Background: an optimization exercise with open tools, aiming at small area, a short achievable clock period and few clock cycles. Do not read the settings as production practice.
Function was checked by simulation only, so behaviour that the tests miss may differ from the original.
Power figures rest on the tool's default switching activity, not on a simulated workload.

File: design/flow/flow/run.sh
#!/bin/bash
set -euo pipefail
bash standard.sh SETUP_SLACK_MARGIN=5.3 finish > standard.log 2>&1
File: design/flow/standard.sh
#!/bin/bash
# synth_recipe.tcl (not shown) runs the flow's synth.tcl, then flattens the netlist and writes it again
# the make line also repeats each setting of config.mk as NAME=value (left out here)
make -C /OpenROAD-flow-scripts/flow DESIGN_CONFIG=/design/flow/config.mk WORK_HOME=/design/flow/orfs CLKGATE_MAP_FILE= SYNTH_SCRIPT=/design/flow/synth_recipe.tcl "${@:-finish}"
File: design/flow/config.mk
export PLATFORM = sky130hd
export DESIGN_NAME = framing_core
export DESIGN_NICKNAME = framing_core
export VERILOG_FILES = /design/flow/design.v
export SDC_FILE = /design/flow/constraint.sdc
export NUM_CORES = 4
export LEC_CHECK = 0
export ABC_AREA = 1
export CAP_MARGIN = 20
export CORE_MARGIN = 2
export CORE_UTILIZATION = 40
export CTS_CLUSTER_DIAMETER = 90
export CTS_CLUSTER_SIZE = 26
export SLEW_MARGIN = 20
File: design/flow/constraint.sdc
create_clock -name core_clock -period 8.0 [get_ports {clk}]
set_input_delay 1.6000 -clock core_clock [delete_from_list [all_inputs] [get_ports {clk}]]
set_output_delay 1.6000 -clock core_clock [all_outputs]
set_load 0.01 [all_outputs]
File: design/flow/design.v
module fc_crc8_step (
    input  wire [7:0] acc_in,
    input  wire [7:0] data,
    output wire [7:0] acc_out
);
    wire [7:0] x = acc_in ^ data;
    assign acc_out[0] = x[2] ^ x[4] ^ x[5];
    assign acc_out[1] = x[0] ^ x[3] ^ x[5] ^ x[6];
    assign acc_out[2] = x[0] ^ x[1] ^ x[4] ^ x[6] ^ x[7];
    assign acc_out[3] = x[0] ^ x[1] ^ x[4] ^ x[7];
    assign acc_out[4] = x[0] ^ x[1] ^ x[4];
    assign acc_out[5] = x[1] ^ x[2] ^ x[5];
    assign acc_out[6] = x[0] ^ x[2] ^ x[3] ^ x[6];
    assign acc_out[7] = x[1] ^ x[3] ^ x[4] ^ x[7];
endmodule
module fc_dec #(
    parameter CAP = 32
) (
    input  wire       clk,
    input  wire       rst,
    input  wire       clr,         
    input  wire       wr,          
    input  wire [7:0] wr_byte,
    input  wire       b_start,     
    input  wire       b_end,       
    input  wire       b_big,       
    input  wire       b_small,     
    output wire [7:0] crc_in,      
    input  wire [7:0] crc_nx,      
    output wire       acc,         
    output wire       done_nx,     
    output wire       err_nx,      
    input  wire       rd_next,     
    output reg  [7:0] rd_data,     
    output reg        rd_ok,       
    output wire [4:0] rem,         
    output wire       open,
    output reg  [1:0] err,
    output reg  [5:0] total,
    output reg        done_ok
);
    localparam [7:0] START = 8'h02;
    localparam [7:0] END_  = 8'h04;
    localparam NB = CAP - 4;
    reg [7:0] buf_q [0:NB-1];
    reg       p_idle, p_len, p_body, p_term;
    reg [4:0] left;
    reg [7:0] crc;
    reg [4:0] rp;
    assign rem = total[4:0] - 5'd3 - rp;
    assign open = p_len | p_body | p_term;
    assign crc_in = p_len ? 8'h00 : crc;
    wire t_short = (total == 6'd2);
    wire t_ok    = b_end && !t_short && (crc == 8'h00);
    assign acc = wr && ((p_idle && b_start) || (p_len && !b_big) || p_body || (p_term && t_ok));
    assign done_nx = done_ok || (wr && p_term && t_ok);
    assign err_nx  = (err != 2'd0) || (wr && p_len && b_big) || (wr && p_term && !t_ok);
    integer k;
    always @(posedge clk) begin
        for (k = 0; k < NB; k = k + 1)
            if (wr && p_body && total == k + 2)
                buf_q[k] <= wr_byte;
    end
    always @(posedge clk) begin
        if (rst || clr) begin
            p_idle  <= 1'b1;
            p_len   <= 1'b0;
            p_body  <= 1'b0;
            p_term  <= 1'b0;
            err     <= 2'd0;
            total   <= 6'd0;
            done_ok <= 1'b0;
            rd_ok   <= 1'b0;
        end else begin
            if (wr && p_idle && b_start) begin
                p_idle <= 1'b0;
                p_len  <= 1'b1;
                total  <= 6'd1;
            end
            if (wr && p_len) begin
                p_len <= 1'b0;
                if (b_big) begin
                    err <= 2'd1;
                end else begin
                    total  <= 6'd2;
                    crc    <= crc_nx;
                    left   <= wr_byte[4:0] - 5'd3;
                    p_body <= !b_small;
                    p_term <= b_small;
                end
            end
            if (wr && p_body) begin
                total <= total + 6'd1;
                crc   <= crc_nx;
                left  <= left - 5'd1;
                if (left == 5'd1) begin
                    p_body <= 1'b0;
                    p_term <= 1'b1;
                end
            end
            if (wr && p_term) begin
                p_term <= 1'b0;
                total  <= total + 6'd1;
                if (!b_end || t_short)
                    err <= 2'd1;
                else if (crc != 8'h00)
                    err <= 2'd2;
                else begin
                    done_ok <= 1'b1;
                    rd_ok   <= (total != 6'd3);
                end
            end
            if (rd_next) begin
                rd_ok <= ({1'b0, rp} + 6'd4 != total);
            end
        end
    end
    always @(posedge clk) begin
        if (wr && p_term) begin
            rd_data <= buf_q[0];
            rp      <= 5'd1;
        end else if (rd_next) begin
            rd_data <= buf_q[rp];
            rp      <= rp + 5'd1;
        end
    end
endmodule
module framing_core #(
    parameter CAP = 32
) (
    input  wire        clk,
    input  wire        rst,           
    input  wire        cmd_valid,
    input  wire [15:0] cmd_data,
    output wire        cmd_ready,
    output reg         resp_valid,
    output reg  [9:0]  resp_data,     
    output reg         ev_valid,
    output reg  [2:0]  ev_kind,       
    output reg  [23:0] ev_arg,
    input  wire        wait_done,
    input  wire        rx_valid,
    input  wire [7:0]  rx_data,
    input  wire        rx_last,
    input  wire        rx_empty,
    output wire        rx_ready
);
    localparam [7:0] START = 8'h02;
    localparam [7:0] END_  = 8'h04;
    localparam NB = CAP - 4;           
    localparam [2:0] EV_TXBEGIN = 3'd1, EV_TXWRITE = 3'd2, EV_TXEND = 3'd3,
                     EV_WAIT = 3'd4, EV_POLL = 3'd5;
    localparam O_CRC_RESET = 0,  O_CRC_CALC = 1,   O_CRC_UPDATE = 2, O_CRC_READ = 3,
               O_ENC_RESET = 4,  O_ENC_WRITE = 5,  O_ENC_END = 6,    O_ENC_AVAIL = 7,
               O_ENC_READ = 8,   O_ENC_PKTLEN = 9,
               O_DEC_RESET = 10, O_DEC_WRITE = 11, O_DEC_AVAIL = 12, O_DEC_READ = 13,
               O_DEC_ISOPEN = 14, O_DEC_HASERR = 15, O_DEC_LASTERR = 16, O_DEC_TOTLEN = 17,
               O_REQ_ADDR = 18,  O_REQ_RESPLEN = 19, O_REQ_DLO = 20, O_REQ_DHI = 21,
               O_REQ_ATT = 22,   O_REQ_START = 23, O_REQ_STATUS = 24, O_REQ_AVAIL = 25,
               O_REQ_READ = 26;
    localparam NOP = 27;
    wire [7:0] c_opc = cmd_data[15:8];
    wire       c_z   = (cmd_data[7:0] == 8'h00);
    reg [NOP-1:0] dop;
    always @(*) begin
        dop = {NOP{1'b0}};
        case (c_opc)
        8'h10: dop[O_CRC_RESET]   = c_z;
        8'h11: dop[O_CRC_CALC]    = 1'b1;
        8'h12: dop[O_CRC_UPDATE]  = 1'b1;
        8'h13: dop[O_CRC_READ]    = c_z;
        8'h20: dop[O_ENC_RESET]   = c_z;
        8'h21: dop[O_ENC_WRITE]   = 1'b1;
        8'h22: dop[O_ENC_END]     = c_z;
        8'h23: dop[O_ENC_AVAIL]   = c_z;
        8'h24: dop[O_ENC_READ]    = c_z;
        8'h25: dop[O_ENC_PKTLEN]  = c_z;
        8'h30: dop[O_DEC_RESET]   = c_z;
        8'h31: dop[O_DEC_WRITE]   = 1'b1;
        8'h32: dop[O_DEC_AVAIL]   = c_z;
        8'h33: dop[O_DEC_READ]    = c_z;
        8'h34: dop[O_DEC_ISOPEN]  = c_z;
        8'h35: dop[O_DEC_HASERR]  = c_z;
        8'h36: dop[O_DEC_LASTERR] = c_z;
        8'h37: dop[O_DEC_TOTLEN]  = c_z;
        8'h40: dop[O_REQ_ADDR]    = 1'b1;
        8'h41: dop[O_REQ_RESPLEN] = 1'b1;
        8'h42: dop[O_REQ_DLO]     = 1'b1;
        8'h43: dop[O_REQ_DHI]     = 1'b1;
        8'h44: dop[O_REQ_ATT]     = 1'b1;
        8'h45: dop[O_REQ_START]   = c_z;
        8'h46: dop[O_REQ_STATUS]  = c_z;
        8'h47: dop[O_REQ_AVAIL]   = c_z;
        8'h48: dop[O_REQ_READ]    = c_z;
        default: ;
        endcase
    end
    reg           rdy;        
    reg           cv;         
    reg           ov;         
    reg [4:0]     oi;         
    reg  [NOP-1:0] op;        
    integer m;
    always @(*) begin
        for (m = 0; m < NOP; m = m + 1)
            op[m] = ov && (oi == m);
    end
    reg [4:0] doi;
    integer j;
    always @(*) begin
        doi = 5'd0;
        for (j = 0; j < NOP; j = j + 1)
            if (dop[j]) doi = doi | j[4:0];
    end
    reg [7:0]     imm8;
    reg           i_start, i_end, i_big, i_small;    
    assign cmd_ready = rdy;
    wire take = cmd_valid && rdy;
    reg  rbusy;               
    wire ex = cv && !rbusy;
    wire [NOP-1:0] x = rbusy ? {NOP{1'b0}} : op;
    reg  [7:0] crc_acc;
    wire [7:0] crc_nx;          
    reg [7:0] enc_buf [2:NB+1];
    reg       eopen;
    reg       eok;                             
    reg [5:0] en;
    reg [5:0] erem;
    reg       erdok;                           
    reg [5:0] ep;
    reg [7:0] epf;
    reg [7:0] ecrc;
    wire [7:0] klen =
        (en == 6'd4) ? 8'h61 :
        (en == 6'd5) ? 8'hff :
        (en == 6'd6) ? 8'hd1 :
        (en == 6'd7) ? 8'h86 :
        (en == 6'd8) ? 8'h3e :
        (en == 6'd9) ? 8'h96 :
        (en == 6'd10) ? 8'h8b :
        (en == 6'd11) ? 8'hef :
        (en == 6'd12) ? 8'hff :
        (en == 6'd13) ? 8'hfb :
        (en == 6'd14) ? 8'h32 :
        (en == 6'd15) ? 8'h6a :
        (en == 6'd16) ? 8'h8a :
        (en == 6'd17) ? 8'hde :
        (en == 6'd18) ? 8'hd1 :
        (en == 6'd19) ? 8'h85 :
        (en == 6'd20) ? 8'h7e :
        (en == 6'd21) ? 8'h85 :
        (en == 6'd22) ? 8'hc1 :
        (en == 6'd23) ? 8'h5f :
        (en == 6'd24) ? 8'h21 :
        (en == 6'd25) ? 8'hea :
        (en == 6'd26) ? 8'h38 :
        (en == 6'd27) ? 8'hd1 :
        (en == 6'd28) ? 8'hae :
        (en == 6'd29) ? 8'hd7 :
        (en == 6'd30) ? 8'he7 :
        (en == 6'd31) ? 8'h5e :
        (en == 6'd32) ? 8'h8a :
                         8'h00;
    wire       e_wr   = x[O_ENC_WRITE] && eok;
    wire       e_end  = x[O_ENC_END] && eopen;
    wire       e_rd   = x[O_ENC_READ] && erdok;
    reg  [7:0] enext;                          
    always @(*) begin
        if (ep == 6'd1)          enext = {2'b00, en};
        else if (erem == 6'd3)   enext = ecrc;
        else if (erem == 6'd2)   enext = END_;
        else                     enext = enc_buf[ep[4:0]];
    end
    wire       dec_acc, dec_rd_ok, dec_open, dec_done_ok;
    wire [7:0] dec_rd_data;
    wire [4:0] dec_rem;
    wire [1:0] dec_err;
    wire [5:0] dec_total;
    wire [7:0] dec_crc_in, rdec_crc_in;
    fc_dec #(.CAP(CAP)) u_dec (
        .clk(clk), .rst(rst), .clr(x[O_DEC_RESET]),
        .wr(x[O_DEC_WRITE]), .wr_byte(imm8),
        .b_start(i_start), .b_end(i_end), .b_big(i_big), .b_small(i_small),
        .crc_in(dec_crc_in), .crc_nx(crc_nx), .acc(dec_acc), .done_nx(), .err_nx(),
        .rd_next(x[O_DEC_READ] && dec_rd_ok), .rd_data(dec_rd_data), .rd_ok(dec_rd_ok),
        .rem(dec_rem), .open(dec_open), .err(dec_err), .total(dec_total),
        .done_ok(dec_done_ok)
    );
    reg [7:0]  req_addr, req_resplen, req_maxatt, req_left;
    reg        maxatt_nz;
    reg [15:0] req_delay;
    reg [2:0]  req_status;
    reg [2:0]  trig_i;
    reg [23:0] wacc;            
    reg [2:0]  aph;             
    reg        acy;
    reg       s_trig;           
    reg       s_wdone;          
    reg       s_rx;             
    reg       last_att;         
    reg        bw, bl, be;      
    reg [7:0]  bd;
    reg        b_start, b_end, b_big, b_small;    
    assign rx_ready = 1'b1;
    reg        rdec_clr_ev;
    wire       rx_ok = (req_status == 3'd1);     
    wire       rdec_acc, rdec_rd_ok, rdec_open, rdec_done_ok, rdec_done_nx, rdec_err_nx;
    wire [7:0] rdec_rd_data;
    wire [4:0] rdec_rem;
    wire [1:0] rdec_err;
    wire [5:0] rdec_total;
    wire       rq_rd_ok = rx_ok && rdec_rd_ok;
    fc_dec #(.CAP(CAP)) u_rdec (
        .clk(clk), .rst(rst), .clr(x[O_REQ_START] || rdec_clr_ev),
        .wr(bw), .wr_byte(bd),
        .b_start(b_start), .b_end(b_end), .b_big(b_big), .b_small(b_small),
        .crc_in(rdec_crc_in), .crc_nx(crc_nx), .acc(rdec_acc), .done_nx(rdec_done_nx), .err_nx(rdec_err_nx),
        .rd_next(x[O_REQ_READ] && rq_rd_ok), .rd_data(rdec_rd_data), .rd_ok(rdec_rd_ok),
        .rem(rdec_rem), .open(rdec_open), .err(rdec_err), .total(rdec_total),
        .done_ok(rdec_done_ok)
    );
    wire [7:0] step_acc = rbusy             ? rdec_crc_in :
                          op[O_DEC_WRITE]   ? dec_crc_in  :
                          op[O_ENC_WRITE]   ? ecrc        :
                          op[O_CRC_CALC]    ? 8'h00       : crc_acc;
    wire [7:0] step_dat = rbusy ? bd : imm8;
    fc_crc8_step u_crc (.acc_in(step_acc), .data(step_dat), .acc_out(crc_nx));
    wire r_f =
        x[O_CRC_RESET] | x[O_CRC_CALC] | x[O_CRC_UPDATE] | x[O_CRC_READ] |
        x[O_ENC_RESET] | e_wr | e_end | x[O_ENC_AVAIL] |
        e_rd | x[O_ENC_PKTLEN] |
        x[O_DEC_RESET] | (x[O_DEC_WRITE] & dec_acc) | x[O_DEC_AVAIL] |
        (x[O_DEC_READ] & dec_rd_ok) | x[O_DEC_ISOPEN] | x[O_DEC_HASERR] |
        x[O_DEC_LASTERR] | x[O_DEC_TOTLEN] |
        x[O_REQ_ADDR] | x[O_REQ_RESPLEN] | x[O_REQ_DLO] | x[O_REQ_DHI] | x[O_REQ_ATT] |
        x[O_REQ_STATUS] | x[O_REQ_AVAIL] | (x[O_REQ_READ] & rq_rd_ok);
    wire [7:0] r_d =
        ({8{x[O_CRC_CALC] | x[O_CRC_UPDATE]}} & crc_nx) |
        ({8{x[O_CRC_READ]}} & crc_acc) |
        ({8{e_end | x[O_ENC_PKTLEN]}} & {2'b00, en}) |
        ({8{x[O_ENC_AVAIL] & !eopen}} & {2'b00, erem}) |
        ({8{e_rd}} & epf) |
        ({8{x[O_DEC_AVAIL] & dec_done_ok}} & {3'b000, dec_rem}) |
        ({8{x[O_DEC_READ] & dec_rd_ok}} & dec_rd_data) |
        ({8{x[O_DEC_ISOPEN]}} & {7'd0, dec_open}) |
        ({8{x[O_DEC_HASERR]}} & {7'd0, dec_err != 2'd0}) |
        ({8{x[O_DEC_LASTERR]}} & {6'd0, dec_err}) |
        ({8{x[O_DEC_TOTLEN]}} & {2'b00, dec_total}) |
        ({8{x[O_REQ_STATUS]}} & {5'd0, req_status}) |
        ({8{x[O_REQ_AVAIL] & rx_ok}} & {3'b000, rdec_rem}) |
        ({8{x[O_REQ_READ] & rq_rd_ok}} & rdec_rd_data) |
        ({8{x[O_REQ_START]}} & 8'h04);    
    wire r_ill = !ov;
    wire start_req = x[O_REQ_START] && maxatt_nz;
    wire eval_fin  = rdec_done_nx || last_att;
    reg  busy_nx;
    always @(*) begin
        busy_nx = rbusy;
        if (start_req)
            busy_nx = 1'b1;
        if (bl && eval_fin)
            busy_nx = 1'b0;
        if (be)
            busy_nx = 1'b0;
    end
    wire cv_nx = take || (cv && !ex);
    integer k;
    always @(posedge clk) begin
        for (k = 2; k < NB + 2; k = k + 1)
            if (e_wr && en == k + 2)
                enc_buf[k] <= imm8;
    end
    always @(posedge clk) begin
        resp_valid  <= 1'b0;
        ev_valid    <= 1'b0;
        rdec_clr_ev <= 1'b0;
        bw <= rx_valid && s_rx && !rx_empty && !rst;
        bl <= rx_valid && s_rx && rx_last && !rx_empty && !rst;
        be <= rx_valid && s_rx && rx_empty && !rst;
        bd <= rx_data;
        b_start <= (rx_data == START);
        b_end   <= (rx_data == END_);
        b_big   <= (rx_data > CAP);
        b_small <= (rx_data < 8'd4);
        resp_data   <= {r_ill, r_f, r_d};
        ev_kind     <= EV_POLL;
        ev_arg      <= {8'd0, req_addr, req_resplen};
        if (rdy) begin
            ov      <= cmd_valid && (|dop);
            oi      <= doi;
            imm8    <= cmd_data[7:0];
            i_start <= (cmd_data[7:0] == START);
            i_end   <= (cmd_data[7:0] == END_);
            i_big   <= (cmd_data[7:0] > CAP);
            i_small <= (cmd_data[7:0] < 8'd4);
        end
        if (rst) begin
            rdy        <= 1'b1;
            cv         <= 1'b0;
            rbusy      <= 1'b0;
            s_trig     <= 1'b0;
            s_wdone    <= 1'b0;
            s_rx       <= 1'b0;
            crc_acc    <= 8'h00;
            eopen      <= 1'b1;
            eok        <= 1'b1;
            en         <= 6'd4;
            erdok      <= 1'b0;
            ecrc       <= 8'h00;
            req_addr   <= 8'd0;
            req_resplen <= 8'd0;
            req_delay  <= 16'd0;
            req_maxatt <= 8'd0;
            maxatt_nz  <= 1'b0;
            req_status <= 3'd0;
        end else begin
            rdy   <= !(cv_nx && busy_nx);
            cv    <= cv_nx;
            rbusy <= busy_nx;
            case (aph)
            3'd1: begin {acy, wacc[5:0]}   <= {1'b0, wacc[5:0]}   + {1'b0, req_delay[5:0]};  aph <= 3'd2; end
            3'd2: begin {acy, wacc[11:6]}  <= {1'b0, wacc[11:6]}  + {1'b0, req_delay[11:6]} + {6'd0, acy}; aph <= 3'd3; end
            3'd3: begin {acy, wacc[17:12]} <= {1'b0, wacc[17:12]} + {3'b000, req_delay[15:12]} + {6'd0, acy}; aph <= 3'd4; end
            3'd4: begin wacc[23:18] <= wacc[23:18] + {5'd0, acy}; aph <= 3'd0; end
            default: ;
            endcase
            if (ex)
                resp_valid <= !start_req;
            if (x[O_CRC_RESET])
                crc_acc <= 8'h00;
            if (x[O_CRC_CALC] || x[O_CRC_UPDATE])
                crc_acc <= crc_nx;
            if (x[O_ENC_RESET]) begin
                eopen <= 1'b1;
                eok   <= 1'b1;
                en    <= 6'd4;
                erdok <= 1'b0;
                ecrc  <= 8'h00;
            end
            if (e_wr) begin
                en   <= en + 6'd1;
                eok  <= (en != CAP - 1);
                ecrc <= crc_nx;
            end
            if (e_end) begin
                eopen <= 1'b0;
                eok   <= 1'b0;
                erem  <= en;
                erdok <= 1'b1;
                ep    <= 6'd1;
                epf   <= START;
                ecrc  <= ecrc ^ klen;
            end
            if (e_rd) begin
                erem  <= erem - 6'd1;
                erdok <= (erem != 6'd1);
                ep    <= ep + 6'd1;
                epf   <= enext;
            end
            if (x[O_REQ_ADDR])    req_addr    <= imm8;
            if (x[O_REQ_RESPLEN]) req_resplen <= imm8;
            if (x[O_REQ_DLO])     req_delay[7:0]  <= imm8;
            if (x[O_REQ_DHI])     req_delay[15:8] <= imm8;
            if (x[O_REQ_ATT]) begin
                req_maxatt <= imm8;
                maxatt_nz  <= (imm8 != 8'd0);
            end
            if (x[O_REQ_START]) begin
                req_left   <= req_maxatt;
                last_att   <= (req_maxatt == 8'd1);
                wacc       <= {8'd0, req_delay};
                aph        <= 3'd0;
                req_status <= maxatt_nz ? 3'd0 : 3'd4;
            end
            if (start_req) begin
                ev_valid <= 1'b1;
                ev_kind  <= EV_TXBEGIN;
                ev_arg   <= {16'd0, req_addr};
                trig_i   <= 3'd1;
                s_trig   <= 1'b1;
            end
            if (s_trig) begin
                ev_valid <= 1'b1;
                trig_i   <= trig_i + 3'd1;
                case (trig_i)
                3'd1: begin ev_kind <= EV_TXWRITE; ev_arg <= {16'd0, START}; end
                3'd2: begin ev_kind <= EV_TXWRITE; ev_arg <= 24'h000004; end
                3'd3: begin ev_kind <= EV_TXWRITE; ev_arg <= 24'h000061; end
                3'd4: begin ev_kind <= EV_TXWRITE; ev_arg <= {16'd0, END_}; end
                3'd5: begin ev_kind <= EV_TXEND;   ev_arg <= 24'd0; end
                default: begin
                    ev_kind <= EV_WAIT;
                    ev_arg  <= wacc;
                    aph     <= 3'd1;
                    s_trig  <= 1'b0;
                    s_wdone <= 1'b1;
                end
                endcase
            end
            if (s_wdone) begin
                if (wait_done) begin
                    ev_valid <= 1'b1;
                    s_wdone  <= 1'b0;
                    s_rx     <= 1'b1;
                end
            end
            if (be) begin
                req_status <= 3'd2;
                resp_valid <= 1'b1;
                resp_data  <= {1'b0, 1'b0, 8'h02};
                s_rx       <= 1'b0;
            end
            if (bl) begin
                s_rx <= 1'b0;
                if (rdec_done_nx) begin
                    req_status <= 3'd1;
                    resp_valid <= 1'b1;
                    resp_data  <= {1'b0, 1'b1, 8'h01};
                end else begin
                    req_left <= req_left - 8'd1;
                    last_att <= (req_left == 8'd2);
                    if (rdec_err_nx)
                        rdec_clr_ev <= 1'b1;
                    if (last_att) begin
                        req_status <= rdec_err_nx ? 3'd3 : 3'd4;
                        resp_valid <= 1'b1;
                        resp_data  <= {1'b0, 1'b0, rdec_err_nx ? 8'h03 : 8'h04};
                    end else if (rdec_err_nx) begin
                        ev_valid <= 1'b1;
                        ev_kind  <= EV_TXBEGIN;
                        ev_arg   <= {16'd0, req_addr};
                        trig_i   <= 3'd1;
                        s_trig   <= 1'b1;
                    end else begin
                        ev_valid <= 1'b1;
                        ev_kind  <= EV_WAIT;
                        ev_arg   <= wacc;
                        aph      <= 3'd1;
                        s_wdone  <= 1'b1;
                    end
                end
            end
        end
    end
endmodule
==> run notes <==
cell usage in the layout, fill, tap and decap left out, types with 73 or more instances in the layout:
cell,netlist,routed
buf_4,2,165
nand2_1,779,724
dfxtp_1,168,120
nand3_1,194,168
inv_1,483,432
nor2_2,6,73
a21oi_1,157,134
o21ai_0,207,195
nor2_1,348,236
edfxtp_1,792,792
registers in the layout (all words and copies together) (netlist names), 10 cells and up:
| signal | cells |
|---|---|
| ev_arg | 24 |
| u_rdec.buf_q | 224 |
| req_delay | 16 |
| enc_buf | 224 |
| resp_data | 10 |
| wacc | 24 |
| u_dec.buf_q | 224 |
metrics by stage:
step                      power [mW]  std cells  worst slack (ns)
after CTS                       8.51       5522              5.13
after global placement          5.76       5363              4.01
final                           8.49       5619              5.12
after floorplan                 5.66       3943              5.15
after detailed placement        5.77       5363              3.95
after global routing            8.72       5619              5.03
per-layer routing:
layer  GRT usage  up-vias
met5           0        -
met4      0.0467        2
met3      0.0290      211
li1            -    14383
met2       0.353     1177
met1       0.306    15050
layout make-up:
class,count,area (µm²),share of cell area
Clock buffer,63,1260,0.0251
Timing Repair Buffer,280,2600,0.0519
Inverter,522,2070,0.0413
Clock inverter,15,186,0.00372
Multi-Input combinational cell,2388,15000,0.300
Tap cell,1391,1740,0.0347
Sequential cell,960,27300,0.544
report_power, final:
| part | internal (mW) | total, mW | switching, mW |
|---|---|---|---|
| Clock | 1.18 | 2.81 | 1.63 |
| Sequential | 5.40 | 5.43 | 0.0211 |
| Combinational | 0.0776 | 0.260 | 0.182 |
| Total | 6.66 | 8.49 | 1.83 |
cell families after synthesis:
group / share of synthesized area
AO/OA/AOI/OAI: 0.104
buffers and inverters: 0.0536
flip-flops: 0.643
other: 0.0000888
AND/OR/NAND/NOR: 0.157
XOR/XNOR: 0.0105
adder cells (fa/ha/maj): 0.0279
multiplexers: 0.00412
worst min-delay path by stage:
| stage | endpoint | startpoint | slack, ns |
|---|---|---|---|
| after CTS | u_dec.p_idle | u_dec.p_idle | 0.46 |
| after detailed placement | u_rdec.p_idle | u_rdec.p_idle | 0.44 |
| after global routing | be | s_rx | 0.50 |
| final | u_dec.p_idle | u_dec.p_idle | 0.46 |
| after floorplan | u_dec.p_idle | u_dec.p_idle | 0.42 |
| after global placement | u_dec.p_idle | u_dec.p_idle | 0.43 |
worst register-to-register path, cell delays in order (launching register included):
cell and delay (ns):
edfxtp_1 0.46, buf_6 0.13, inv_4 0.04, ha_4 0.16
nand2_4 0.08, buf_4 0.11, buf_4 0.11, nor2_4 0.05
nor4_1 0.36, nand2_1 0.12, nor3_2 0.21, nand2_2 0.19
buf_12 0.20, o211ai_1 0.30, a21oi_2 0.11
timing repair:
| item | 4_1_cts | 5_1_grt |
|---|---|---|
| cloned | 3 | 4 |
| endpoints found under the setup margin | 735 | 638 |
| hold buffers | 0 | 0 |
| buffers inserted | 78 | 93 |
| pin swaps | 61 | 123 |
| gates resized for setup | 561 | 319 |
==> flow_summary.yaml <==
run_status:
  status: "finished clean"
worst_setup_path:
  crit_buf_inv: 5
  crit_top_cell: "buf_4"
  cp_num_cells: 14
  cpLargestDelayFamily: "simple AND/OR/NAND/NOR gates"
  critical_path_peak_fanout: 6
  reg2regPathDepth: 14
  cp_slowest_cell: "edfxtp_1"
  worstPathRequired_ns: 8.39
  endpoint: "epf[3]"
  critPathKind: "register to register"
  r2r_slack_ns: 5.12
  critPathLaunchType: "register"
  setup.worst_path.end_class: "register"
  path_cells: "buf_6 > inv_4 > ha_4 > nand2_4 > buf_4 > buf_4 > nor2_4 > nor4_1 > nand2_1 > nor3_2 > nand2_2 > buf_12 > o211ai_1 > a21oi_2"
  cp-startpoint: "ep[0]"
  reg2reg_to: "epf[3]"
  rr_startpoint: "ep[0]"
  slowest_delay_ns: 0.46
  arrival_ns: 3.27
timing:
  holdWs_ns: 0.455
  post-route-period-util: 0.361
  worstMarginPinSlew_ns: 1.08
  finalMaxSlewViolations: 0
  setup_viol: 0
  hold_viol_final: 0
  rsz0062_at_grt: "yes"
  fin_setup_tns_ns: 0
  layout_min_cycle_time_ns: 2.88
  fmax_ghz: 0.347
  relSlewSlack: 0.276
  fin_skew_ns: 0.0461
cells_and_area:
  final_nets: 4319
  drive_above_1_share: 0.204
  syn2layout_area_growth_pct: 18.7
  final_area_mm2: 0.0501
  diodes: 0
  final_core_utilization: 0.478
  fillCellCount: 9547
clock_network:
  clock-sinks: 960
  clkTransAtPathRegs_ns: 0.10
  cts_tree: "done"
  cts-htree-levels: 2
  clk_latency_ns: 0.66
  root_buffer: "clkbuf_16"
  cts_buffers: 46
  cts_max_path_buffers: 3
pwr:
  p_leak_nw: 18.5
  power_per_cell_area_mw_per_mm2: 169
  irDropWorstVdd_uv: 177
placed_design:
  place_congestion: 0.944
  portBuffers: 70
  postPlaceCellArea_mm2: 0.0448
  dp_hpwl_um: 81800
synthesis:
  synth_top_area_share: 0.563
  synth_cell_types: 70
  synth_edf_count: 792
  netlist_top_cells_count: "792 x edfxtp_1, 779 x nand2_1, 483 x inv_1, 348 x nor2_1, 207 x o21ai_0"
  synth_area_mm2: 0.0422
  yosysSeqAreaShare: 0.643
  yosysTopAreaCell: "edfxtp_1"
  synth_cells: 3943
  syn_area_per_cell_um2: 10.7
  synth.area.top_cells: "edfxtp_1 56%, dfxtp_1 8.0%, nand2_1 6.9%"
  synthArstFlopShare: 0
  ys.flop_type: "edfxtp_1"
  yosysMostFrequentCell: "edfxtp_1"
  synthesis.nets: 4064
  ys_warn_count: 20
  yosys_register_bits: 960
routing:
  wl_met3_um: 8250
  route.detailed.drc: 0
  wl_met1_um: 52500
  drt_iter0_drc: 3414
  routed_wl_um: 121000
  viasPerCell: 5.49
  wl_met2_um: 57100
  antenna_left: 0
  num_vias: 30823
  drtPass1Iterations: 6
  top_layer_used: "met5"
  post_drt_wl_per_cell_um: 21.5
global_routing:
  grt.overflow.total: 0
  antenna_found_initial: 2
  grt_use_total: 0.215
  grt_pass1_vias: 28840
  grt_max_degree: 64
  grt_pass1_wl_um: 179000
die:
  dieArea_mm2: 0.108
  fp-row-count: 119
  die_h_um: 329
  coreArea_mm2: 0.105
  ios: 72
  initial_utilization: 0.402
  die_x_um: 329
flow_run:
  drv_cap: 0
worst_hold_path:
  holdPathStages: 2
  hold_path_class: "register to register"
Testbench counts, summed over its fixed seeds: cycles 21,000.

==> port drivers added, routing unchanged <==
The results above use ideal ports. As a check the final layout listed here was re-extracted and re-timed, cells and wires unchanged. Step 1, drivers: a clkbuf_16 drives clk and a buf_2 each remaining input, both assumed. Step 2 also shifts input and output timing later by t, the mid clock arrival at the registers, as if the neighbouring blocks saw the same clock. a / b / c = ideal ports / drivers / drivers and shift; a / b = the first two.
t (ns): 0.705
setup slack, ns: 5.115 / 5.080 / 4.636
worst register clock-pin slew, ns: 0.11 / 0.11
worst slew at a driven data input, ns: 0.11
pins driven straight from the clock port: 1
After both steps setup and hold are still met in this run. For this run, drivers alone change the setup slack by -0.035 ns; drivers and shift together by -0.479 ns.
